What follows belongs to an exercise in optimizing a design on an open flow for small area, a short achievable clock period and few clock cycles; a production flow would make more cautious choices. Function was checked by simulation only, so behaviour that the tests miss may differ from the original. Power is estimated from default activity; no workload was simulated.

**design/flow/config.mk**
```make
export PLATFORM = sky130hd
export DESIGN_NAME = chichi_engine
export DESIGN_NICKNAME = chichi_engine
export VERILOG_FILES = /design/flow/design.v
export SDC_FILE = /design/flow/constraint.sdc
export NUM_CORES = 4
export LEC_CHECK = 0
export CAP_MARGIN = 20
export CORE_MARGIN = 2
export CORE_UTILIZATION = 38
export PLACE_DENSITY = 0.64
export SETUP_SLACK_MARGIN = 3.25
export SLEW_MARGIN = 20
```
**design/flow/constraint.sdc**
```tcl
create_clock -name core_clock -period 6.0 [get_ports {clk}]
set_input_delay 1.2000 -clock core_clock [delete_from_list [all_inputs] [get_ports {clk}]]
set_output_delay 1.2000 -clock core_clock [all_outputs]
set_load 0.01 [all_outputs]
```
**design/flow/design.v**
```verilog
module chichi_engine (
    input  wire        clk,
    input  wire        rst,
    input  wire        bus_valid,
    input  wire        bus_we,
    input  wire [5:0]  bus_addr,
    input  wire [3:0]  bus_size,
    input  wire [63:0] bus_wdata,
    output wire [63:0] bus_rdata
);
    localparam [7:0] OP_NOP    = 8'h00, OP_LOAD  = 8'h01, OP_EXTR = 8'h02,
                     OP_GETB   = 8'h03, OP_SETB  = 8'h04, OP_XOR  = 8'h05,
                     OP_CHI    = 8'h10, OP_CHICHI = 8'h11, OP_LIN = 8'h18,
                     OP_TINJ   = 8'h20, OP_MERGE = 8'h21, OP_RND  = 8'h22,
                     OP_FRND   = 8'h23, OP_DEC   = 8'h24;
    localparam [7:0] E_RANGE        = 8'h01, E_WIDTH_MISMATCH = 8'h02,
                     E_BAD_WSEL     = 8'h04, E_BAD_ROUNDS     = 8'h05,
                     E_ILL_OPCODE   = 8'h10, E_ILL_REG        = 8'h11,
                     E_ILL_RESERVED = 8'h12, E_BUSY_WRITE     = 8'h20,
                     E_BUS_ACCESS   = 8'h21;
    localparam [2:0] A_CFG = 3'd0, A_STATUS = 3'd1, A_CMD = 3'd2,
                     A_DIN = 3'd3, A_DOUT = 3'd4;
    function automatic [39:0] chix40(input [39:0] x, input w40, input cc, input en);
        integer i;
        reg [39:0] y32, y40;
        begin
            for (i = 0; i < 40; i = i + 1)
                y40[i] = x[i] ^ (en & ~x[(i+1)%40] & x[(i+2)%40]);
            for (i = 0; i < 32; i = i + 1)
                y32[i] = x[i] ^ (en & ~x[(i+1)%32] & x[(i+2)%32]);
            y32[39:32] = y40[39:32];
            if (cc) begin
                y32[13] = x[16] ^ (~x[14] & x[0]);
                y32[14] = x[15] ^ (~x[0] & x[1]);
                y32[15] = ~x[13] ^ (~x[16] & ~x[17]);
                y32[16] = x[14] ^ (~x[17] & x[18]);
                y32[30] = x[30] ^ (~x[31] & x[15]);
                y32[31] = x[31] ^ (~x[15] & x[16]);
                y40[17] = x[20] ^ (~x[18] & x[0]);
                y40[18] = x[19] ^ (~x[0] & x[1]);
                y40[19] = ~x[17] ^ (~x[20] & ~x[21]);
                y40[20] = x[18] ^ (~x[21] & x[22]);
                y40[38] = x[38] ^ (~x[39] & x[19]);
                y40[39] = x[39] ^ (~x[19] & x[20]);
            end
            chix40 = w40 ? y40 : y32;
        end
    endfunction
    function automatic [63:0] chix64(input [63:0] x, input cc, input en);
        integer i;
        begin
            for (i = 0; i < 64; i = i + 1)
                chix64[i] = x[i] ^ (en & ~x[(i+1)%64] & x[(i+2)%64]);
            if (cc) begin
                chix64[29] = x[32] ^ (~x[30] & x[0]);
                chix64[30] = x[31] ^ (~x[0] & x[1]);
                chix64[31] = ~x[29] ^ (~x[32] & ~x[33]);
                chix64[32] = x[30] ^ (~x[33] & x[34]);
                chix64[62] = x[62] ^ (~x[63] & x[31]);
                chix64[63] = x[63] ^ (~x[31] & x[32]);
            end
        end
    endfunction
    function automatic [39:0] lin40w(input [39:0] x, input w40);
        integer i;
        reg [39:0] y32, y40;
        begin
            for (i = 0; i < 40; i = i + 1)
                y40[i] = x[(17*i+1)%40] ^ x[(17*i+9)%40] ^ x[(17*i+30)%40];
            for (i = 0; i < 32; i = i + 1)
                y32[i] = x[(11*i+5)%32] ^ x[(11*i+9)%32] ^ x[(11*i+12)%32];
            y32[39:32] = y40[39:32];
            lin40w = w40 ? y40 : y32;
        end
    endfunction
    function automatic [63:0] lin64(input [63:0] x);
        integer i;
        begin
            for (i = 0; i < 64; i = i + 1)
                lin64[i] = x[(3*i+1)%64] ^ x[(3*i+26)%64] ^ x[(3*i+50)%64];
        end
    endfunction
    function automatic [39:0] rotx(input [39:0] x, input w40, input v);
        reg [39:0] y;
        begin
            y = {v, x[39:1]};
            if (!w40) y[31] = v;
            rotx = y;
        end
    endfunction
    reg [39:0] x1_q, x2_q, x_q;      
    reg [63:0] t_q;                  
    reg [63:0] din_q, dout_q;
    reg [63:0] rdata_q;
    reg        wsel_q;               
    reg [7:0]  rounds_q;
    reg        err_q;
    reg [5:0]  errcode_q;            
    reg [31:0] errinfo_q;            
    reg        pend_q;               
    reg        zpend_q;              
    reg        first_q;              
    reg        derr_q;               
    reg [5:0]  dcode_q;              
    reg        single_q;             
    reg [1:0]  vsel_q;               
    reg [6:0]  ra_q, rl_q;
    reg        rv_q;
    reg        ld1_q, ld2_q, ld3_q, ldt_q;       
    reg        xo1_q, xo2_q, xo3_q, mg3_q, zt_q;  
    reg        c1_q, c2_q, c3_q, ct_q;           
    reg        l1_q, l2_q, l3_q, lt_q;           
    reg        k1_q;                             
    reg        f3_q;                             
    reg        cap_q;                            
    reg        rot_q;                            
    reg [3:0]  rr_q;                             
    reg        rsetb_q;
    reg        m_cc_q, m_en1_q, m_en2_q, m_ent_q, m_tcc_q;    
    reg        xop_q;                
    reg        xrun_q;               
    reg        rsx_q;                
    reg        rwt_q;                
    reg        rchk_q;               
    reg [7:0]  rsum_q;               
    reg        rng_q;                
    reg        drun_q;               
    reg        dlast_q;              
    reg [7:0]  rem_q;                
    reg        rrun_q;               
    reg [6:0]  k_q;                  
    reg        at_a_q;               
    reg        rlast_q;              
    wire       admitted = (bus_size == 4'd8) && (bus_addr[2:0] == 3'd0);
    wire [2:0] off      = bus_addr[5:3];
    wire       acc_wr   = bus_valid && bus_we;
    wire wr_cfg    = acc_wr && admitted && off == A_CFG;
    wire wr_status = acc_wr && admitted && off == A_STATUS;
    wire wr_cmd    = acc_wr && admitted && off == A_CMD;
    wire wr_din    = acc_wr && admitted && off == A_DIN;
    wire cfg_bad_wsel   = bus_wdata[1:0] > 2'd1;
    wire cfg_bad_rounds = bus_wdata[15:8] == 8'd0;
    reg        h_err;
    reg [5:0]  h_code;
    always @* begin
        h_err  = 1'b0;
        h_code = 6'd0;
        if (bus_valid && !admitted) begin
            h_err  = 1'b1;
            h_code = E_BUS_ACCESS[5:0];
        end else if ((wr_cfg || wr_cmd || wr_din) && pend_q) begin
            h_err  = 1'b1;
            h_code = E_BUSY_WRITE[5:0];
        end else if (wr_cfg && cfg_bad_wsel) begin
            h_err  = 1'b1;
            h_code = E_BAD_WSEL[5:0];
        end else if (wr_cfg && cfg_bad_rounds) begin
            h_err  = 1'b1;
            h_code = E_BAD_ROUNDS[5:0];
        end
    end
    wire cfg_apply = wr_cfg && !pend_q && !cfg_bad_wsel && !cfg_bad_rounds;
    wire cfg_zero  = cfg_apply && (bus_wdata[0] != wsel_q);
    wire cmd_take  = wr_cmd && !pend_q && !err_q;
    wire din_apply = wr_din && !pend_q;
    wire clr_err   = wr_status && bus_wdata[1];
    wire busy_wr   = (wr_cfg || wr_cmd || wr_din) && pend_q;
    wire info_en   = !err_q && bus_valid && (!pend_q || !admitted || busy_wr);
    wire [31:0] info_sel = !admitted ? {20'd0, bus_size, 2'b00, bus_addr} :
                           pend_q ? {26'd0, bus_addr} : bus_wdata[31:0];
    wire [31:0] nw  = bus_wdata[31:0];
    wire [7:0] n_op = nw[7:0];
    wire [2:0] n_rd = nw[10:8];
    wire [2:0] n_rs = nw[13:11];
    wire [6:0] n_a  = nw[22:16];
    wire [6:0] n_l  = nw[30:24];
    reg n_ok;
    always @* begin
        case (n_op)
            OP_NOP, OP_LOAD, OP_EXTR, OP_GETB, OP_SETB, OP_XOR,
            OP_CHI, OP_CHICHI, OP_LIN,
            OP_TINJ, OP_MERGE, OP_RND, OP_FRND, OP_DEC: n_ok = 1'b1;
            default: n_ok = 1'b0;
        endcase
    end
    wire n_load = n_op == OP_LOAD,  n_extr = n_op == OP_EXTR,   n_getb = n_op == OP_GETB;
    wire n_setb = n_op == OP_SETB,  n_xor  = n_op == OP_XOR,    n_chi  = n_op == OP_CHI;
    wire n_cc   = n_op == OP_CHICHI, n_lin = n_op == OP_LIN,    n_tinj = n_op == OP_TINJ;
    wire n_mrg  = n_op == OP_MERGE, n_rnd  = n_op == OP_RND,    n_frnd = n_op == OP_FRND;
    wire n_dec  = n_op == OP_DEC;
    wire n_uses_rd = n_load || n_setb || n_xor || n_chi || n_cc || n_lin;
    wire n_uses_rs = n_extr || n_getb || n_xor;
    wire [6:0] w_n   = wsel_q ? 7'd40 : 7'd32;
    wire [6:0] nrd_n = (n_rd == 3'd3) ? 7'd64 : w_n;
    wire [6:0] nrs_n = (n_rs == 3'd3) ? 7'd64 : w_n;
    reg        n_err;
    reg [5:0]  n_code;
    always @* begin
        n_err  = 1'b1;
        n_code = 6'd0;
        if ((nw[15:14] != 2'd0) || nw[31])
            n_code = E_ILL_RESERVED[5:0];
        else if (!n_ok)
            n_code = E_ILL_OPCODE[5:0];
        else if (n_uses_rd && n_rd > 3'd3)
            n_code = E_ILL_REG[5:0];
        else if (n_uses_rs && n_rs > 3'd3)
            n_code = E_ILL_REG[5:0];
        else if (n_xor && ((n_rd == 3'd3) != (n_rs == 3'd3)))
            n_code = E_WIDTH_MISMATCH[5:0];
        else if (n_extr && n_a == 7'd0 && n_l > nrs_n)
            n_code = E_RANGE[5:0];
        else if (n_extr && n_l == 7'd0 && n_a > nrs_n)
            n_code = E_RANGE[5:0];
        else if (n_getb && n_a >= nrs_n)
            n_code = E_RANGE[5:0];
        else if (n_setb && n_a >= nrd_n)
            n_code = E_RANGE[5:0];
        else
            n_err = 1'b0;
    end
    wire rounds_one = (rounds_q == 8'd1);
    wire n_t0 = n_rd[1:0] == 2'd0, n_t1 = n_rd[1:0] == 2'd1;
    wire n_t2 = n_rd[1:0] == 2'd2, n_t3 = n_rd[1:0] == 2'd3;
    wire n_ch = n_chi || n_cc;
    wire n_fin = n_frnd || (n_dec && rounds_one);      
    wire n_full = n_rnd || (n_dec && !rounds_one);     
    wire n_rot = n_setb || ((n_extr || n_getb) && n_a != 7'd0 && (n_getb || n_l != 7'd0));
    wire [1:0] n_rr = n_setb ? n_rd[1:0] : n_rs[1:0];
    wire fast_dec = cmd_take && n_dec && (nw[15:14] == 2'd0) && !nw[31] &&
                    !rounds_one && !zpend_q;
    wire exec    = first_q && !derr_q;               
    wire rnd_now = (exec && k1_q) || (drun_q && !dlast_q);
    wire fin_now = (exec && f3_q) || (drun_q && dlast_q);
    wire rot_now = rrun_q;
    wire [6:0] rs_n  = rr_q[3] ? 7'd64 : w_n;
    wire [7:0] r_end = {1'b0, ra_q} + {1'b0, rl_q};
    wire rng_err = rchk_q && rng_q;
    wire rot_go  = rchk_q && !rng_q;
    wire wrapv   = rsetb_q && at_a_q;
    wire cap_now = (exec && cap_q) || (rrun_q && !rsetb_q && at_a_q);
    wire step_done = (first_q && derr_q) || (exec && single_q) || rng_err || xrun_q ||
                     (drun_q && dlast_q) || (rrun_q && rlast_q);
    wire pend_next = pend_q && !step_done;
    wire [6:0] rw_m1 = rr_q[3] ? 7'd63 : wsel_q ? 7'd39 : 7'd31;
    reg [63:0] vrs;
    always @* begin
        case (vsel_q)
            2'd0: vrs = {24'd0, x1_q};
            2'd1: vrs = {24'd0, x2_q};
            2'd2: vrs = {24'd0, x_q};
            default: vrs = t_q;
        endcase
    end
    wire [39:0] c1  = chix40(x1_q, wsel_q, m_cc_q, m_en1_q);
    wire [39:0] ln1 = lin40w(c1, wsel_q);
    wire [39:0] c2  = chix40(x2_q, wsel_q, m_cc_q, m_en2_q);
    wire [39:0] ln2 = lin40w(c2, wsel_q);
    wire [63:0] ct  = chix64(t_q, m_tcc_q, m_ent_q);
    wire [63:0] tn  = lin64(ct);
    wire [39:0] r_x1 = rotx(x1_q, wsel_q, wrapv ? rv_q : x1_q[0]);
    wire [39:0] r_x2 = rotx(x2_q, wsel_q, wrapv ? rv_q : x2_q[0]);
    wire [39:0] r_x  = rotx(x_q,  wsel_q, wrapv ? rv_q : x_q[0]);
    wire [63:0] r_t  = {wrapv ? rv_q : t_q[0], t_q[63:1]};
    reg [63:0] emask;
    integer mi;
    always @* begin
        for (mi = 0; mi < 64; mi = mi + 1)
            emask[mi] = (mi < rl_q);
    end
    wire [63:0] extr_val = vrs & emask;
    wire clr_x  = rst || zpend_q;
    wire hot    = rnd_now || fast_dec;               
    wire hot_x  = hot && !clr_x;
    wire hot_t  = hot && !rst;
    wire hot_3  = fin_now && !clr_x;                 
    wire s1_din = exec && ld1_q;
    wire s1_x   = exec && xo1_q;
    wire s1_c   = (exec && c1_q) || (drun_q && dlast_q);
    wire s1_rot = rot_now && rr_q[0];
    wire s1_l   = exec && l1_q;
    wire s1_h   = !(s1_din || s1_x || s1_c || s1_rot || s1_l);
    wire [39:0] x1_cold = ({40{s1_l}} & ln1) | ({40{s1_c}} & c1) | ({40{s1_din}} & din_q[39:0]) |
                          ({40{s1_rot}} & r_x1) |
                          (({40{s1_x || s1_h}} & x1_q) ^ ({40{s1_x}} & vrs[39:0]));
    wire [39:0] x1_nxt = hot_x ? (ln1 ^ tn[39:0]) : clr_x ? 40'd0 : x1_cold;
    wire s2_din = exec && ld2_q;
    wire s2_x   = exec && xo2_q;
    wire s2_c   = (exec && c2_q) || (drun_q && dlast_q);
    wire s2_rot = rot_now && rr_q[1];
    wire s2_sw  = (exec && xop_q) || xrun_q;
    wire s2_l   = exec && l2_q;
    wire s2_h   = !(s2_din || s2_x || s2_c || s2_rot || s2_sw || s2_l);
    wire [39:0] x2_cold = ({40{s2_l}} & ln2) | ({40{s2_c}} & c2) | ({40{s2_din}} & din_q[39:0]) |
                          ({40{s2_rot}} & r_x2) | ({40{s2_sw}} & x_q) |
                          (({40{s2_x || s2_h}} & x2_q) ^ ({40{s2_x}} & vrs[39:0]));
    wire [39:0] x2_nxt = hot_x ? (ln2 ^ tn[39:0]) : clr_x ? 40'd0 : x2_cold;
    wire s3_din = exec && ld3_q;
    wire s3_x   = exec && xo3_q;
    wire s3_m   = exec && mg3_q;
    wire s3_c   = xrun_q && c3_q;
    wire s3_l2  = xrun_q && l3_q;
    wire s3_sw  = exec && xop_q;
    wire s3_rot = rot_now && rr_q[2];
    wire s3_h   = !(s3_din || s3_x || s3_m || s3_c || s3_l2 || s3_sw || s3_rot);
    wire [39:0] x_cold = ({40{s3_l2}} & ln2) | ({40{s3_c}} & c2) | ({40{s3_din}} & din_q[39:0]) |
                         ({40{s3_rot}} & r_x) | ({40{s3_sw}} & x2_q) |
                         ({40{s3_h}} & x_q) |
                         (({40{s3_x}} & x_q | {40{s3_m}} & x1_q) ^ ({40{s3_x || s3_m}} & vrs[39:0]));
    wire [39:0] x_nxt = hot_3 ? (ln1 ^ ln2) : clr_x ? 40'd0 : x_cold;
    wire st_din = exec && ldt_q;
    wire st_z   = exec && zt_q;
    wire st_c   = exec && ct_q;
    wire st_rot = rot_now && rr_q[3];
    wire st_l   = exec && lt_q;
    wire st_h   = !(st_din || st_z || st_c || st_rot || st_l);
    wire [63:0] t_cold = ({64{st_l}} & tn) | ({64{st_c}} & ct) | ({64{st_din}} & din_q) |
                         ({64{st_rot}} & r_t) | ({64{st_h}} & t_q);
    wire [63:0] t_nxt = hot_t ? tn : rst ? 64'd0 : t_cold;
    always @(posedge clk) begin
        x1_q <= x1_nxt;
        x2_q <= x2_nxt;
        x_q  <= x_nxt;
        t_q  <= t_nxt;
    end
    always @(posedge clk) begin
        if (rst) begin
            din_q    <= 64'd0;
            dout_q   <= 64'd0;
            wsel_q   <= 1'b0;
            rounds_q <= 8'd3;
            err_q    <= 1'b0;
            pend_q   <= 1'b0;
            zpend_q  <= 1'b0;
            first_q  <= 1'b0;
            drun_q   <= 1'b0;
            rrun_q   <= 1'b0;
            m_cc_q   <= 1'b1;
            m_en1_q  <= 1'b1;
            m_en2_q  <= 1'b1;
            m_ent_q  <= 1'b1;
            m_tcc_q  <= 1'b0;
            xrun_q   <= 1'b0;
            rchk_q   <= 1'b0;
            rwt_q    <= 1'b0;
        end else begin
            rsum_q <= r_end;
            rng_q  <= rsx_q && (rsum_q > {1'b0, rs_n});
            zpend_q <= cfg_zero;
            if (cfg_apply) begin
                wsel_q   <= bus_wdata[0];
                rounds_q <= bus_wdata[15:8];
            end
            if (din_apply)
                din_q <= bus_wdata;
            if (clr_err)
                err_q <= 1'b0;
            if (h_err && !err_q) begin
                err_q     <= 1'b1;
                errcode_q <= h_code;
            end
            if (info_en)
                errinfo_q <= info_sel;
            if (pend_q) begin
                pend_q  <= pend_next;
                first_q <= 1'b0;
                xrun_q  <= exec && xop_q;
                rwt_q   <= exec && rot_q;
                rchk_q  <= rwt_q;
                if (!(exec && xop_q)) begin
                    m_cc_q  <= 1'b1;
                    m_en1_q <= 1'b1;
                    m_en2_q <= 1'b1;
                    m_ent_q <= 1'b1;
                    m_tcc_q <= 1'b0;
                end
                if (first_q && derr_q && !h_err) begin
                    err_q     <= 1'b1;
                    errcode_q <= dcode_q;
                end
                if (rng_err && !h_err && !err_q) begin
                    err_q     <= 1'b1;
                    errcode_q <= E_RANGE[5:0];
                end
                if (cap_now)
                    dout_q <= extr_val;
                if (exec && k1_q && !single_q) begin
                    drun_q  <= 1'b1;         
                end else if (drun_q) begin
                    if (dlast_q)
                        drun_q <= 1'b0;
                    rem_q   <= rem_q - 8'd1;
                    dlast_q <= (rem_q == 8'd1);
                end
                if (rot_go) begin
                    rrun_q  <= 1'b1;
                    k_q     <= 7'd0;
                    at_a_q  <= ra_q == 7'd0;
                    rlast_q <= 1'b0;
                end else if (rrun_q) begin
                    if (rlast_q)
                        rrun_q <= 1'b0;
                    k_q     <= k_q + 7'd1;
                    at_a_q  <= (k_q + 7'd1) == ra_q;
                    rlast_q <= (k_q + 7'd1) == rw_m1;
                end
            end
            if (cmd_take) begin
                pend_q   <= 1'b1;
                first_q  <= !fast_dec;
                m_cc_q   <= !(n_chi || n_lin);
                m_en1_q  <= !(n_lin && n_t0);
                m_en2_q  <= !(n_lin && (n_t1 || n_t2));
                m_ent_q  <= !(n_lin && n_t3);
                m_tcc_q  <= n_cc;
                if (fast_dec)
                    drun_q <= 1'b1;
            end
            if (!pend_q) begin
                rem_q    <= rounds_q - 8'd2;
                dlast_q  <= (rounds_q == 8'd2);
                derr_q   <= n_err;
                dcode_q  <= n_code;
                single_q <= !n_rot && !(n_dec && !rounds_one) && !((n_ch || n_lin) && n_t2);
                xop_q    <= (n_ch || n_lin) && n_t2;
                rsx_q    <= n_extr;
                vsel_q   <= n_mrg ? 2'd1 : n_tinj ? 2'd3 : n_rs[1:0];
                ra_q     <= n_a;
                rv_q     <= nw[23];
                rl_q     <= n_getb ? 7'd1 : n_l;
                ld1_q    <= n_load && n_t0;
                ld2_q    <= n_load && n_t1;
                ld3_q    <= n_load && n_t2;
                ldt_q    <= n_load && n_t3;
                xo1_q    <= (n_xor && n_t0) || n_tinj;
                xo2_q    <= (n_xor && n_t1) || n_tinj;
                xo3_q    <= n_xor && n_t2;
                mg3_q    <= n_mrg;
                zt_q     <= n_xor && n_t3;
                c1_q     <= (n_ch && n_t0) || n_fin;
                c2_q     <= (n_ch && n_t1) || n_fin;
                c3_q     <= n_ch && n_t2;
                ct_q     <= n_ch && n_t3;
                l1_q     <= n_lin && n_t0;
                l2_q     <= n_lin && n_t1;
                l3_q     <= n_lin && n_t2;
                lt_q     <= n_lin && n_t3;
                k1_q     <= n_full;
                f3_q     <= n_fin;
                cap_q    <= (n_extr || n_getb) && !n_rot;
                rot_q    <= n_rot;
                rr_q     <= 4'b0001 << n_rr;
                rsetb_q  <= n_setb;
            end
        end
    end
    wire       err_n  = err_q || (first_q && derr_q) || rng_err;   
    wire [5:0] code_n = err_q ? errcode_q : derr_q ? dcode_q : E_RANGE[5:0];
    wire [63:0] status_word = {16'd0, err_n ? errinfo_q : 32'd0,
                               2'd0, err_n ? code_n : 6'd0, 6'd0, err_n, pend_next};
    wire [63:0] cfg_word    = {48'd0, rounds_q, 6'd0, 1'b0, wsel_q};
    reg [63:0] rdata_mux;
    always @* begin
        case (off)
            A_CFG:    rdata_mux = cfg_word;
            A_STATUS: rdata_mux = status_word;
            A_DIN:    rdata_mux = din_q;
            A_DOUT:   rdata_mux = dout_q;
            default:  rdata_mux = 64'd0;
        endcase
    end
    always @(posedge clk)
        rdata_q <= admitted ? rdata_mux : 64'd0;
    assign bus_rdata = rdata_q;
endmodule
```
**design/flow/flow/run.sh**
```bash
#!/bin/bash
# Own layout flow: the standard ORFS flow (standard.sh, all steps from
# synthesis to finish) with a config that also marks slow wide OR/NOR cells
# don't-use (see flow/dont_use.txt), so that synthesis maps the bus decode
# with faster gates. Everything else, including the clock period, SDC, the
# synthesis script and the power grid, is the standard flow's.
set -euo pipefail
cd "$(dirname "$0")/.."
cp config.mk config_own.mk
printf 'export DONT_USE_CELLS = %s\n' "$(tr '\n' ' ' < flow/dont_use.txt)" >> config_own.mk
sed "s|DESIGN_CONFIG=[^ ]*|DESIGN_CONFIG=$PWD/config_own.mk|" standard.sh > standard_own.sh
bash standard_own.sh finish > flow_make.log 2>&1
test -s out/final.def
```
**design/flow/flow/dont_use.txt**
```
sky130_fd_sc_hd__or4_1
sky130_fd_sc_hd__or4_2
sky130_fd_sc_hd__or4_4
sky130_fd_sc_hd__or4b_1
sky130_fd_sc_hd__or4b_2
sky130_fd_sc_hd__or4b_4
sky130_fd_sc_hd__or4bb_1
sky130_fd_sc_hd__or4bb_2
sky130_fd_sc_hd__or4bb_4
sky130_fd_sc_hd__or3_1
sky130_fd_sc_hd__or3_2
sky130_fd_sc_hd__or3_4
sky130_fd_sc_hd__or3b_1
sky130_fd_sc_hd__or3b_2
sky130_fd_sc_hd__or3b_4
sky130_fd_sc_hd__nor4_1
sky130_fd_sc_hd__nor4_2
sky130_fd_sc_hd__nor4_4
sky130_fd_sc_hd__nor4b_1
sky130_fd_sc_hd__nor4b_2
sky130_fd_sc_hd__nor4b_4
sky130_fd_sc_hd__nor4bb_1
sky130_fd_sc_hd__nor4bb_2
sky130_fd_sc_hd__nor4bb_4
sky130_fd_sc_hd__clkdlybuf4s15_1
sky130_fd_sc_hd__clkdlybuf4s15_2
sky130_fd_sc_hd__clkdlybuf4s18_1
sky130_fd_sc_hd__clkdlybuf4s18_2
sky130_fd_sc_hd__clkdlybuf4s25_1
sky130_fd_sc_hd__clkdlybuf4s25_2
sky130_fd_sc_hd__clkdlybuf4s50_1
sky130_fd_sc_hd__clkdlybuf4s50_2
sky130_fd_sc_hd__dlygate4sd1_1
sky130_fd_sc_hd__dlygate4sd2_1
sky130_fd_sc_hd__dlygate4sd3_1
sky130_fd_sc_hd__dlymetal6s2s_1
sky130_fd_sc_hd__dlymetal6s4s_1
sky130_fd_sc_hd__dlymetal6s6s_1
```
**design/flow/standard.sh**
```bash
#!/bin/bash
# synth_recipe.tcl (not shown) runs the flow's synth.tcl, then flattens the netlist and writes it again
# the make line also repeats each setting of config.mk as NAME=value (left out here)
make -C /OpenROAD-flow-scripts/flow DESIGN_CONFIG=/design/flow/config.mk WORK_HOME=/design/flow/orfs CLKGATE_MAP_FILE= SYNTH_SCRIPT=/design/flow/synth_recipe.tcl "${@:-finish}"
```
==> parameters.txt, run 1 <==
Parameter                              Value

Global routing
  Number of antenna violations at the first check in global routing ... 11
  Global router's overall resource usage ... approximately 38%
  Remaining global-route overflow ... 0
  Global-route wire length before repair ... 279,000 microns
  Pin count of the biggest net entering global routing ... 86
  Vias in the first global route ... roughly 37,000

Worst hold path
  Worst Hold Class ... reg2reg

Timing
  Number of failing hold endpoints at the final stage ... 0
  Final number of setup-violating endpoints ... 0
  Final worst path period need ... 2.93 ns
  Achievable Freq ... between 300 and 400 MHz
  Setup slack after layout ... 3.07 ns
  Max transition margin ... 14.7%
  Setup Skew ... 0.0381 ns
  Share of the clock period used by the worst path after layout ... 48.9%
  Transition time at the pin with the least slew margin ... 1.28 ns
  Final slew viol count ... 0
  Final Hold Slack ... ~0.46 ns
  Sum of negative setup slack ... 0 ns
  Setup repair after global routing missed its margin ... yes

Clock tree
  Clock insertion delay at the later pin of the skew report ... 0.69 ns
  Clock transition at the registers of the reported paths ... 0.06 ns
  Number of clock sinks seen by CTS ... 514
  Number of levels in the clock H-tree ... 2
  Cts bufs inserted ... 61
  Maximum root-to-sink buffer count ... 3
  Hold buffer count at cts ... 0
  CTS root buffer ... sky130_fd_sc_hd__clkbuf_16
  CTS tree ... built

Final layout
  Post-synthesis to final-layout area growth ... 19.4%
  Share of layout cells above drive strength 1 ... 19.2%
  Final Util ... between 40% and 50%
  Final-stage net count ... approximately 4,600

Critical path
  Critical path's most frequent cell ... sky130_fd_sc_hd__xnor2_1
  Critical-path top delay cell ... sky130_fd_sc_hd__xor2_2
  Arrival time of the worst setup path ... 3.45 ns
  Largest delay share family, worst path ... XOR/XNOR gates
  Critical Path, Cell by Cell ... clkbuf_2, buf_12, buf_2, nand3b_1, xor2_2, xor2_1, xnor2_1, nand2_1, o21ai_1, xnor2_1, o22ai_1
  Highest cell delay on the worst timing path ... ~0.67 ns
  Endpoint required time on the critical path ... ~6.5 ns
  Startpoint types ... register
  CP bufs+invs ... 3
  Category of the critical setup timing path ... reg2reg
  Kind of end point of the critical path ... register
  Maximum fanout encountered on the critical timing path ... 8

Die
  Vertical die dimension ... about 320 microns
  Die Footprint ... 0.102 sq mm
  Initial core utilization ... 38.4%
  Placeable Area ... 0.0986 sq mm
  X dimension of the die ... 320 microns
  Floorplan row count ... 115
  Number of top-level pins ... about 140

Routing
  Number of DRC violations after detailed routing ... 0
  Per-cell routed wire length ... 34.9 microns
  Post-route antenna net violation count ... 0
  Total wire length after detailed routing ... 205,000 microns
  First drt pass iteration count ... 13
  Via count ... 41,700
  Routed vias/inst ... 7.09
  Iter 0 DRT Violations ... 8,706

Synthesis
  Yosys Warn Count ... 1
  Number of enable flip-flop cells after synthesis ... between 100 and 150
  Fraction of synthesized cell area taken by the top area cell type ... 21.1%
  Total of flip-flops plus latches after synthesis ... 514
  Synthesized-area fraction occupied by ao, oa, aoi and oai cells ... 25.3%
  Synthesized area per cell ... between 8 and 9 sq um
  Most used flip-flop cell after synthesis ... sky130_fd_sc_hd__dfxtp_1
  Synth Net Count ... 4,477
  Async S/R FF share, synth ... 0%
  Simple-gate portion of the synthesized area ... 16.3%
  Netlist Area Pre-Place ... 0.0379 sq mm
  Cell count after synthesis ... around 4,400
  Share of cell area taken by muxes after synthesis ... 6.08%
  XOR/XNOR Fraction of Synth Area ... 15.9%
  Sequential share of the synthesized area ... 30.2%
  Adder-Cell Fraction of Synth Area ... between 1 and 1.5%
  Dominant combinational cell family by area after synthesis ... compound AO/OA/AOI/OAI gates
  Leading post-synthesis cells by cell area ... sky130_fd_sc_hd__dfxtp_1, sky130_fd_sc_hd__edfxtp_1, sky130_fd_sc_hd__xnor2_1
  Cell taking the most area after synthesis ... sky130_fd_sc_hd__dfxtp_1
  Count of different cell masters after synthesis ... 102

Place
  Buffers added on ports ... 141
  Pre-CTS setup slack ... 1.64 ns
  Routability congestion estimate ... about 1.1
  Detailed Place HPWL ... approximately 140,000 microns

Run
  Maximum capacitance violations ... 0

Run status
  Result of the run ... finished clean

Pwr
  PnR Total Power ... 11.1 mW
  Maximum ir drop on the vdd rail ... between 200 and 300 uV
  LEAKAGE ... 14.3 nW
  Power per standard cell area ... 245 mW/mm^2
==> worst min-delay path, cell delays in order, from the launching register on <==
cell and delay, ns:
sky130_fd_sc_hd__dfxtp_1 0.31, sky130_fd_sc_hd__nand2_1 0.05, sky130_fd_sc_hd__a21oi_1 0.05
==> what timing repair did <==
item,4_1_cts,5_1_grt
buffers inserted,105,133
resized for setup,255,208
hold endpoints to repair,0,0
pin swaps,25,43
gates cloned,9,7
setup endpoints to repair,352,336
==> cell type report <==
class,instances,area (sq um)
diodes,9,22.5
clock buffers,81,1700
clock inverters,34,367
fillers,9451,53400
inverters,34,128
multi-input cells,3421,26700
flip-flops and latches,514,11500
well taps,1287,1610
repair buffers,501,3180
==> routing by layer <==
| layer | track usage (%) | vias up | share of wire (%) |
|---|---|---|---|
| li1 | - | 16600 | - |
| met1 | 45.5 | 19900 | 34 |
| met2 | 52.4 | 3999 | 39 |
| met3 | 18.8 | 1141 | 18 |
| met4 | 23.5 | 16 | 8.9 |
| met5 | 0 | - | 0.15 |
==> cells in the mapped netlist (32+ instances only) <==
| cell | n |
|---|---|
| sky130_fd_sc_hd__a22oi_1 | 72 |
| sky130_fd_sc_hd__nor2_1 | 350 |
| sky130_fd_sc_hd__a21oi_1 | 272 |
| sky130_fd_sc_hd__xor2_1 | 185 |
| sky130_fd_sc_hd__dfxtp_1 | 399 |
| sky130_fd_sc_hd__clkbuf_1 | 263 |
| sky130_fd_sc_hd__nand3b_1 | 134 |
| sky130_fd_sc_hd__o21ai_0 | 149 |
| sky130_fd_sc_hd__mux2_2 | 37 |
| sky130_fd_sc_hd__a31oi_1 | 47 |
| sky130_fd_sc_hd__o22ai_1 | 115 |
| sky130_fd_sc_hd__a222oi_1 | 147 |
| sky130_fd_sc_hd__and2_1 | 71 |
| sky130_fd_sc_hd__buf_2 | 97 |
| sky130_fd_sc_hd__nand3_1 | 121 |
| sky130_fd_sc_hd__a22o_1 | 35 |
| sky130_fd_sc_hd__o221a_2 | 68 |
| sky130_fd_sc_hd__inv_1 | 33 |
| sky130_fd_sc_hd__xnor2_1 | 375 |
| sky130_fd_sc_hd__buf_1 | 32 |
| sky130_fd_sc_hd__mux4_2 | 38 |
| sky130_fd_sc_hd__xor2_2 | 46 |
| sky130_fd_sc_hd__a221oi_1 | 56 |
| sky130_fd_sc_hd__edfxtp_1 | 115 |
| sky130_fd_sc_hd__o221ai_1 | 55 |
| sky130_fd_sc_hd__mux2i_1 | 80 |
| sky130_fd_sc_hd__nor3_1 | 39 |
| sky130_fd_sc_hd__nand2_1 | 444 |
==> cell usage in the layout (no fill, tap or decap), types with 72 or more instances in the layout <==
| master | n |
|---|---|
| sky130_fd_sc_hd__nand2_1 | 431 |
| sky130_fd_sc_hd__dfxtp_1 | 354 |
| sky130_fd_sc_hd__nor2_1 | 339 |
| sky130_fd_sc_hd__xnor2_1 | 326 |
| sky130_fd_sc_hd__a21oi_1 | 257 |
| sky130_fd_sc_hd__buf_1 | 250 |
| sky130_fd_sc_hd__xor2_1 | 153 |
| sky130_fd_sc_hd__a222oi_1 | 147 |
| sky130_fd_sc_hd__o21ai_0 | 138 |
| sky130_fd_sc_hd__nand3b_1 | 134 |
| sky130_fd_sc_hd__nand3_1 | 118 |
| sky130_fd_sc_hd__o22ai_1 | 115 |
| sky130_fd_sc_hd__edfxtp_1 | 115 |
| sky130_fd_sc_hd__buf_2 | 94 |
| sky130_fd_sc_hd__a22oi_1 | 72 |
==> final timing paths <==
kind                                        startpoint                endpoint  slack (ns)  cells past startpoint
worst max-delay path              m_en1_q$_SDFFE_PP1P_         x_q[18]$_DFF_P_        3.07                     11
worst min-delay path            dout_q[0]$_SDFFE_PP0P_  dout_q[0]$_SDFFE_PP0P_        0.46                      2
worst max register to register    m_en1_q$_SDFFE_PP1P_         x_q[18]$_DFF_P_        3.07                     11
worst min register to register  dout_q[0]$_SDFFE_PP0P_  dout_q[0]$_SDFFE_PP0P_        0.46                      2
==> registers in the layout, summed over array words and instances (netlist names), 2 cells and up <==
register / flops
errcode_q: 6
rl_q: 7
dout_q: 64
x1_q: 40
rem_q: 8
k_q: 7
vsel_q: 2
rdata_q: 64
errinfo_q: 32
x_q: 40
dcode_q: 3
din_q: 64
t_q: 64
rounds_q: 8
ra_q: 7
x2_q: 40
rsum_q: 8
rr_q: 4
==> stage by stage <==
step	std cells	area, sq um
after floorplan	4370	38200
after CTS	5732	43300
after global routing	5873	45200
final	5881	45200
after detailed placement	5503	39000
after global placement	5502	39000
==> where the power goes <==
part | total, mW | switching, mW | leakage, nW | internal (mW)
logic | 3.28 | 2.01 | 8.96 | 1.27
clock network | 3.92 | 1.74 | 0.994 | 2.18
registers | 3.88 | 0.256 | 4.34 | 3.63
total | 11.1 | 4.00 | 14.3 | 7.08
==> logic make-up (layout without fill, tap and decap cells) <==
| kind of cell | count (synthesis) | in the layout |
|---|---|---|
| and+or+nand+nor | 1290 | 1305 |
| AOI/OAI and AO/OA | 1298 | 1298 |
| muxes | 167 | 167 |
| adders and majority gates | 30 | 30 |
| other | 0 | 9 |
| buffers and inverters | 450 | 650 |
| xor gates and xnor gates | 621 | 621 |
| DFF | 514 | 514 |
Testbench counts, summed over its fixed seeds: cycles 48,016.
==> inputs of run 2 (changes only) <==
--- a/design/flow/config.mk
+++ b/design/flow/config.mk
@@ -9,5 +9,5 @@
 export CORE_MARGIN = 2
-export CORE_UTILIZATION = 38
-export PLACE_DENSITY = 0.64
-export SETUP_SLACK_MARGIN = 3.25
+export CORE_UTILIZATION = 40
+export PLACE_DENSITY = 0.6
+export SETUP_SLACK_MARGIN = 3.2
 export SLEW_MARGIN = 20
==> run 2 against run 1 <==
Setup slack about the same; critical path depth down 7; synthesized area stayed put; global-route usage up 1.7 points; combinational power shrank 2%; cell count fell by 0.82%; critical endpoint is now x_q[10]$_DFF_P_.
==> parameters.txt, run 2 <==
Parameter                              Value

Synthesis
  Synth Net Count ... 4,477 (unchanged)
  Cell count after synthesis ... 4,370 (unchanged)
  Synthesized area per cell ... 8.66 sq um (unchanged)
  Number of enable flip-flop cells after synthesis ... 115 (unchanged)
  Yosys Warn Count ... 1 (unchanged)
  Netlist Area Pre-Place ... 0.0379 sq mm (unchanged)
  Sequential share of the synthesized area ... 30.2% (unchanged)
  Leading post-synthesis cells by cell area ... sky130_fd_sc_hd__dfxtp_1, sky130_fd_sc_hd__edfxtp_1, sky130_fd_sc_hd__xnor2_1 (unchanged)
  Count of different cell masters after synthesis ... 102 (unchanged)
  Most used flip-flop cell after synthesis ... sky130_fd_sc_hd__dfxtp_1 (unchanged)
  Async S/R FF share, synth ... 0% (unchanged)
  Most instantiated cells after synthesis ... sky130_fd_sc_hd__nand2_1, sky130_fd_sc_hd__dfxtp_1, sky130_fd_sc_hd__xnor2_1 (unchanged)
  Most frequent cell after synthesis ... sky130_fd_sc_hd__nand2_1 (unchanged)
  Total of flip-flops plus latches after synthesis ... 514 (unchanged)
  Cell taking the most area after synthesis ... sky130_fd_sc_hd__dfxtp_1 (unchanged)
  Fraction of synthesized cell area taken by the top area cell type ... 21.1% (unchanged)

Final layout
  Leading cell types in the layout, fill and taps excluded ... sky130_fd_sc_hd__nand2_1, sky130_fd_sc_hd__dfxtp_1, sky130_fd_sc_hd__nor2_1 (unchanged)
  Final design instance area without fill ... 0.0447 sq mm (was 0.0452 sq mm)
  Non-Filler Instances ... 5,833 (was 5,881)
  Final-stage net count ... 4,627 (was 4,640)
  Area used by multi-input combinational logic ... 0.0265 sq mm (was 0.0267 sq mm)
  Sequential cell area ... 0.0115 sq mm (about the same)
  Post-synthesis to final-layout area growth ... 18.1% (was 19.4%)
  Number of fill cells in the layout ... 9,122 (was 9,451)
  Most frequent standard cell in the layout excluding fill and tap cells ... sky130_fd_sc_hd__nand2_1 (unchanged)
  Share of layout cells above drive strength 1 ... 18.2% (was 19.2%)

Critical path
  Setup slack of the worst register-to-register path ... 3.07 ns (about the same)
  Reg-to-reg critical path startpoint ... xrun_q$_SDFFE_PP0P_ (was m_en1_q$_SDFFE_PP1P_)
  Critical Path, Cell by Cell ... and2_1, buf_1, a2111oi_1, o22ai_1 (was clkbuf_2, buf_12, buf_2, nand3b_1, xor2_2, xor2_1, xnor2_1, nand2_1, o21ai_1, xnor2_1, o22ai_1)
  Endpoint required time on the critical path ... 6.56 ns (was 6.52 ns)
  Arrival time of the worst setup path ... 3.50 ns (was 3.45 ns)
  Kind of end point of the critical path ... register (unchanged)
  Critical-path top delay cell ... sky130_fd_sc_hd__and2_1 (was sky130_fd_sc_hd__xor2_2)
  Maximum fanout encountered on the critical timing path ... 10 (was 8)
  Worst R2R End ... x_q[10]$_DFF_P_ (was x_q[18]$_DFF_P_)
  Count of cells along the worst register-to-register path ... 4 (was 11)
  Startpoint of the most critical setup path ... xrun_q$_SDFFE_PP0P_ (was m_en1_q$_SDFFE_PP1P_)
  Startpoint types ... register (unchanged)
  Highest cell delay on the worst timing path ... 0.99 ns (was 0.67 ns)
  Category of the critical setup timing path ... reg2reg (unchanged)

Place
  Total cell area at the placement stage ... 0.0389 sq mm (was 0.0390 sq mm)
  Cell count after placement ... 5,458 (was 5,503)
  Buffers added on ports ... 141 (unchanged)
  Detailed Place HPWL ... 138,000 microns (was 137,000 microns)
  Routability congestion estimate ... 1.07 (about the same)

Routing
  Routed vias/inst ... 6.95 (was 7.09)
  Total wire length after detailed routing ... 201,000 microns (was 205,000 microns)
  Via count ... 40,500 (was 41,700)
  Met3 wire len ... 33,900 microns (was 36,100 microns)
  Metal2 WL ... 78,500 microns (was 80,200 microns)
  Number of DRC violations after detailed routing ... 0 (unchanged)
  Per-cell routed wire length ... 34.5 microns (was 34.9 microns)
  First drt pass iteration count ... 13 (unchanged)
  Post-route antenna net violation count ... 0 (unchanged)
  Routed length on met1 ... 70,500 microns (was 70,400 microns)
  Uppermost routed layer ... met5 (unchanged)
  Iter 0 DRT Violations ... 7,949 (was 8,706)

Die
  X dimension of the die ... 312 microns (was 320 microns)
  Vertical die dimension ... 312 microns (was 320 microns)
  Placeable Area ... 0.0936 sq mm (was 0.0986 sq mm)
  Number of top-level pins ... 142 (unchanged)
  Floorplan row count ... 112 (was 115)
  Initial core utilization ... 40.4% (was 38.4%)
  Die Footprint ... 0.0971 sq mm (was 0.102 sq mm)

Clock tree
  Cts bufs inserted ... 59 (was 61)
  Maximum root-to-sink buffer count ... 3 (unchanged)
  Number of clock sinks seen by CTS ... 514 (unchanged)
  Clock transition at the registers of the reported paths ... 0.06 ns (about the same)
  Number of levels in the clock H-tree ... 2 (unchanged)
  Clock insertion delay at the later pin of the skew report ... 0.70 ns (was 0.69 ns)
  CTS root buffer ... sky130_fd_sc_hd__clkbuf_16 (unchanged)
  CTS tree ... built (unchanged)

Timing
  Sum of negative setup slack ... 0 ns (unchanged)
  Share of the clock period used by the worst path after layout ... 48.9% (about the same)
  Final slew viol count ... 0 (unchanged)
  Max transition margin ... 23.9% (was 14.7%)
  Setup Skew ... 0.0631 ns (was 0.0381 ns)
  Final worst path period need ... 2.93 ns (about the same)
  Achievable Freq ... 341 MHz (about the same)
  Number of failing hold endpoints at the final stage ... 0 (unchanged)
  Final number of setup-violating endpoints ... 0 (unchanged)
  Setup repair after global routing missed its margin ... yes (unchanged)
  Final Hold Slack ... 0.457 ns (was 0.455 ns)
  Transition time at the pin with the least slew margin ... 1.14 ns (was 1.28 ns)

Worst hold path
  Hold EP ... dout_q[13]$_SDFFE_PP0P_ (was dout_q[0]$_SDFFE_PP0P_)
  Min-Delay Startpoint ... dout_q[13]$_SDFFE_PP0P_ (was dout_q[0]$_SDFFE_PP0P_)
  Number of instances on the worst hold path ... 2 (unchanged)
  Worst Hold Class ... reg2reg (unchanged)

Run
  Maximum capacitance violations ... 0 (unchanged)

Pwr
  LEAKAGE ... 14.0 nW (was 14.3 nW)
  Maximum ir drop on the vdd rail ... 236 uV (was 259 uV)
  Power per standard cell area ... 246 mW/mm^2 (was 245 mW/mm^2)
  PnR Total Power ... 11.0 mW (was 11.1 mW)

Global routing
  Global-route wire length before repair ... 279,000 microns (about the same)
  Pin count of the biggest net entering global routing ... 90 (was 86)
  Number of antenna violations at the first check in global routing ... 15 (was 11)
  Remaining global-route overflow ... 0 (unchanged)
  Vias in the first global route ... 36,600 (was 37,400)
  Global router's overall resource usage ... 39.3% (was 37.6%)

Run status
  Result of the run ... finished clean (unchanged)
[run 2: worst max-delay path by stage]
| stage | endpoint | slack, ns | cells after the start |
|---|---|---|---|
| 2_1_floorplan | derr_q$_SDFFCE_PP1P_ | 3.13 | 10 |
| 3_3_place_gp | x1_q[36]$_DFF_P_ | 1.34 | 10 |
| 3_5_place_dp | x1_q[6]$_DFF_P_ | 1.27 | 10 |
| 4_1_cts | x1_q[37]$_DFF_P_ | 3.14 | 8 |
| 5_1_grt | x1_q[4]$_DFF_P_ | 3.10 | 8 |
| 6_report | x_q[10]$_DFF_P_ | 3.07 | 4 |
[run 2: logic make-up (layout without fill, tap and decap cells)]
| group | count (synthesis) | in the layout | share of synthesized area (%) |
|---|---|---|---|
| AOI/OAI and AO/OA | 1298 | 1301 | 25.3 |
| xor gates and xnor gates | 621 | 621 | 15.9 |
| adders and majority gates | 30 | 30 | 1.00 |
| buffers and inverters | 450 | 641 | 5.23 |
| DFF | 514 | 514 | 30.2 |
| muxes | 167 | 167 | 6.08 |
| other | 0 | 8 | 0 |
| and+or+nand+nor | 1290 | 1297 | 16.3 |
[run 2: power by group]
| group | total (mW) | switching, mW | internal, mW |
|---|---|---|---|
| Combinational | 3.23 | 1.97 | 1.25 |
| Sequential | 3.87 | 0.249 | 3.62 |
| Clock | 3.90 | 1.75 | 2.14 |
| Total | 11.0 | 3.98 | 7.02 |
[run 2: cell type report]
class / instances / share of cell area (%)
Multi-Input combinational cell: 3416 / 59.3
Antenna cell: 8 / 0.0448
Tap cell: 1254 / 3.51
Inverter: 34 / 0.294
Sequential cell: 514 / 25.7
Clock buffer: 87 / 3.93
Clock inverter: 25 / 0.669
Timing Repair Buffer: 495 / 6.51
[run 2: what timing repair did]
| item | in CTS | in global routing |
|---|---|---|
| pin swaps | 26 | 36 |
| buffers inserted | 93 | 149 |
| gates cloned | 7 | 5 |
| hold buffers | 0 | 0 |
| gates resized for setup | 255 | 150 |
| endpoints found under the setup margin | 384 | 375 |
[run 2: metrics by stage]
stage	setup slack (ns)	util, %
after floorplan	3.13	-
after global placement	1.34	41.5
after detailed placement	1.27	41.5
after CTS	3.14	46.1
after global routing	3.10	47.7
final	3.07	47.7
[run 2: routing by layer]
metal  vias to the layer above  GRT usage [%]
li1                      16600              -
met1                     19300           48.1
met2                      3570           54.0
met3                      1002           18.7
met4                        20           26.7
met5                         -          0.791
[run 2: worst max-delay path: cells and delay by family (launching register included)]
family | cells | cell delay, ns
flip-flops | 1 | 0.75
buffers and inverters | 1 | 0.68
AND/OR/NAND/NOR | 1 | 0.99
AO/OA/AOI/OAI | 2 | 0.39

separate check: timing with driven ports:
In the flow no input, the clock included, has a driving cell. The finished layouts below were timed again as built, in two steps. Step 1, drivers: a clkbuf_16 drives clk and a buf_2 each remaining input, both assumed. Step 2 times the ports against the registers' clock, not the clock port: input delays grow and output delays shrink by t, the midpoint of the rising clock arrivals with the driver on. Three values: no drivers, after step 1, after step 2; two values: the first two.
run	t, ns	setup WS [ns]	clock arrival spread, ns	worst register clock-pin slew, ns	cell pins on the clock port's net
run 1	0.750	3.067 / 3.067 / 2.476	0.039 / 0.039	0.07 / 0.07	1
run 2	0.739	3.068 / 3.068 / 2.544	0.064 / 0.064	0.07 / 0.07	1
After both steps every run listed still meets setup and hold. For run 1, which loses most, drivers alone change the setup slack by 0.000 ns; drivers and shift together by -0.591 ns.
